From an optimization exercise on the open Yosys and OpenROAD flow, aimed at small area, a short achievable clock period and few clock cycles; shortcuts taken in it are not production practice.
Power and IR drop assume default switching activity.

Setup of JK:
## fha_sponge
module fha_sponge (
    input  wire        clk,
    input  wire        rst,         
    input  wire        bus_we,
    input  wire [1:0]  bus_addr,
    input  wire [31:0] bus_wdata,
    output reg  [31:0] bus_rdata
);
    localparam [3:0] ERR_NONE     = 4'h0;
    localparam [3:0] ERR_BUSY     = 4'h1;
    localparam [3:0] ERR_ILLEGAL  = 4'h2;
    localparam [3:0] ERR_CONFIG   = 4'h3;
    localparam [3:0] ERR_SEQUENCE = 4'h4;
    localparam [1:0] S_IDLE = 2'd0;    
    localparam [1:0] S_CMD  = 2'd1;    
    localparam [1:0] S_PERM = 2'd2;    
    localparam [1:0] S_INIT = 2'd3;    
    reg [1:0]    fsm;
    reg [14:0]   pend;    
    reg [2:0]    rnd;
    reg [2:0]    stp;
    reg [7:0]    soh;     
    reg [7:0]    s1oh;    
    reg          pre;     
    reg [63:0]   xl;      
    reg [63:0]   f1a;     
    reg [63:0]   f1r;     
    reg [511:0]  ra;      
    reg [511:0]  rb;      
    reg [2:0]    aoff;
    reg [2:0]    boff;
    reg          rot_a;   
    reg          rot_b;   
    reg [63:0]   tacc;
    reg [63:0]   a0r;
    reg [63:0]   b0r;
    reg [63:0]   b1r;
    reg [6:0]    fill;
    reg [6:0]    outpos;
    reg          rsel;
    reg          v;
    reg          sqz;
    reg [3:0]    err;
    reg [7:0]    dout;
    wire busy = (fsm != S_IDLE);
    wire [6:0] rate = rsel ? 7'd96 : 7'd64;
    wire cmd_write = bus_we && (bus_addr == 2'd0);
    wire rotp = rot_a || rot_b;
    wire exec = !rotp && ((fsm == S_IDLE) ? cmd_write : (fsm == S_CMD));
    wire [31:0] w = bus_wdata;
    wire [14:0] wdec = {w[15:8], (w[23:16] == 8'h60), (w[23:16] == 8'h40) || (w[23:16] == 8'h60),
                        (w == 32'h0000_0005), (w == 32'h0000_0004), (w == 32'h0000_0003),
                        (w[7:0] == 8'h02) && (w[31:16] == 16'h0000),
                        (w[7:0] == 8'h01) && (w[31:24] == 8'h00)};
    wire [14:0] cmd = busy ? pend : wdec;
    wire [7:0] arg = cmd[14:7];
    wire is_init   = cmd[0];
  ...
Settings: LEC_CHECK=0, ABC_CLOCK_PERIOD_IN_PS=9000, CAP_MARGIN=30, CORE_MARGIN=2, CORE_UTILIZATION=40, SLEW_MARGIN=30; clock period 20.0 ns.
standard.sh (not shown) runs the stock make flow with config.mk's settings and CLKGATE_MAP_FILE= SYNTH_SCRIPT=/design/flow/synth_recipe.tcl, a recipe that flattens the netlist after the stock synthesis.
==> flow/flow/run.sh <==
#!/bin/bash
# Standard layout, with timing repair aiming for a setup slack of 11 ns
# (a tighter target than the 20 ns clock) so the achieved period improves.
set -euo pipefail
bash standard.sh SETUP_SLACK_MARGIN=11 finish > layout.log 2>&1
> inputs changed (JK -> MS)
--- a/flow/design.v
+++ b/flow/design.v
@@ -218,15 +218,16 @@
                      (do_abs && !abs_end) || do_sq;
     wire exec_perm = abs_end || do_fin || sq_perm;
     wire perm_go   = (fsm == S_PERM) && (aoff == 3'd0) && (boff == 3'd0);
     wire pre_step  = perm_go && pre;
     wire perm_step = perm_go && !pre;
     wire init_step = (fsm == S_INIT);
-    wire [63:0] rc;
+    wire [63:0] rc_n;
+    reg  [63:0] rc;      
     wire [63:0] f_a, f_r, f_b, f_c;
-    fha_rc_rom u_rom (.round(rnd), .lane(stp), .rc(rc));
+    fha_rc_rom u_rom (.round(rnd), .lane(pre ? stp : stp + 3'd1), .rc(rc_n));
     fha_round_s1 u_f1 (
         .sel(s1oh),
         .w0(rb[63:0]), .w1(rb[127:64]), .w2(rb[191:128]), .w3(rb[255:192]),
         .a0(a0r), .b0(b0r), .b1(b1r),
         .a_out(f_a), .ra_out(f_r)
     );
@@ -264,15 +265,15 @@
             3'd3: init_lane = {56'd0, pend[14:7]};
             default: init_lane = 64'd0;
         endcase
     end
     wire [63:0] a_head = ra[63:0] ^ xa;
     wire [63:0] b_head = rb[63:0] ^ xb;
-    wire [63:0] a_in = perm_step ? xl : init_step ? init_lane : ra[63:0];
+    wire [63:0] a_in = perm_step ? xl : init_step ? init_lane : a_head;
     wire [63:0] b_in = perm_step ? (ra[63:0] ^ f_c ^ tcor[511:448]) :
-                       init_step ? 64'd0 : rb[63:0];
+                       init_step ? 64'd0 : b_head;
     reg [511:0] ra_n, rb_n;
     integer k;
     always @* begin
         ra_n = ra;
         rb_n = rb;
         if (sh_a) begin
@@ -294,15 +295,15 @@
     wire init_last = init_step && (stp == 3'd7);
     wire completing = (exec && exec_done) || perm_last || init_last;
     wire accept = cmd_write && (!busy || completing);
     always @(posedge clk) begin
         ra <= ra_n;
         rb <= rb_n;
+        rc <= rc_n;
         xl <= rb[63:0];
         f1a <= f_a;
-        tacc <= soh[0] ? f_c : t_all;    
         f1r <= f_r;
         if (pre_step) begin
             pre  <= 1'b0;
             s1oh <= {s1oh[6:0], s1oh[7]};
         end
         if (sh_a && !perm_step && !init_step) aoff <= aoff + 3'd1;
@@ -312,12 +313,13 @@
             soh  <= {soh[6:0], soh[7]};
             if (!soh[7]) s1oh <= {s1oh[6:0], s1oh[7]};
             if (soh[7]) begin
                 rnd <= rnd + 3'd1;
                 pre <= 1'b1;
             end
+            tacc <= soh[0] ? f_c : t_all;
             if (soh[0]) begin
                 a0r <= f1a;
                 b0r <= f_b;
             end
             if (soh[1]) b1r <= f_b;
         end
Notes after the runs:
- Taking JK as the reference, in MS share of post-route cells with drive strength above 1 went down by 0.31 points, number of fillers in the final layout went up by 225, global routing usage on met2 went down by 4.5 points.
- Of the two values seen for slowest library cell on the worst path, sky130_fd_sc_hd__dlygate4sd2_1 was produced by MS and sky130_fd_sc_hd__xnor2_1 by JK.
- JK tops out at a lower clock frequency than MS.
- MS vs. JK: area of the mapped netlist up 0.0018 mm2, clock power share up 4.9 points, ratio of final minimum period to clock period down 1.1 points, actual slew at the worst max-slew pin down 0.038 ns, switching power of the nets down 300 uW.
- Clock period minus final worst setup slack on MS is down relative to JK.
Function was not checked in any run of this note: the RTL went through the layout flow alone.

## port drivers added, routing unchanged
In the flow no input, the clock included, has a driving cell. The finished layouts below were timed again as built, in two steps. Step 1: set_driving_cell puts a clkbuf_16 on clk and a buf_2 on each other input, an assumption about the parent block. Step 2 times the ports against the registers' clock, not the clock port: input delays grow and output delays shrink by t, the midpoint of the rising clock arrivals with the driver on. a / b / c = ideal ports / drivers / drivers and shift; a / b = the first two.
run | shift t [ns] | setup slack, ns | worst setup path after step 2 | worst register clock-pin slew, ns | pins driven straight from the clock port
JK | 0.919 | 10.875 / 10.875 / 10.288 | input to register | 0.08 / 0.08 | 1
MS | 0.932 | 11.099 / 11.074 / 10.243 | input to register | 0.08 / 0.08 | 1
After both steps every run listed still meets setup and hold. For MS, which loses most, drivers alone change the setup slack by -0.025 ns; drivers and shift together by -0.856 ns.
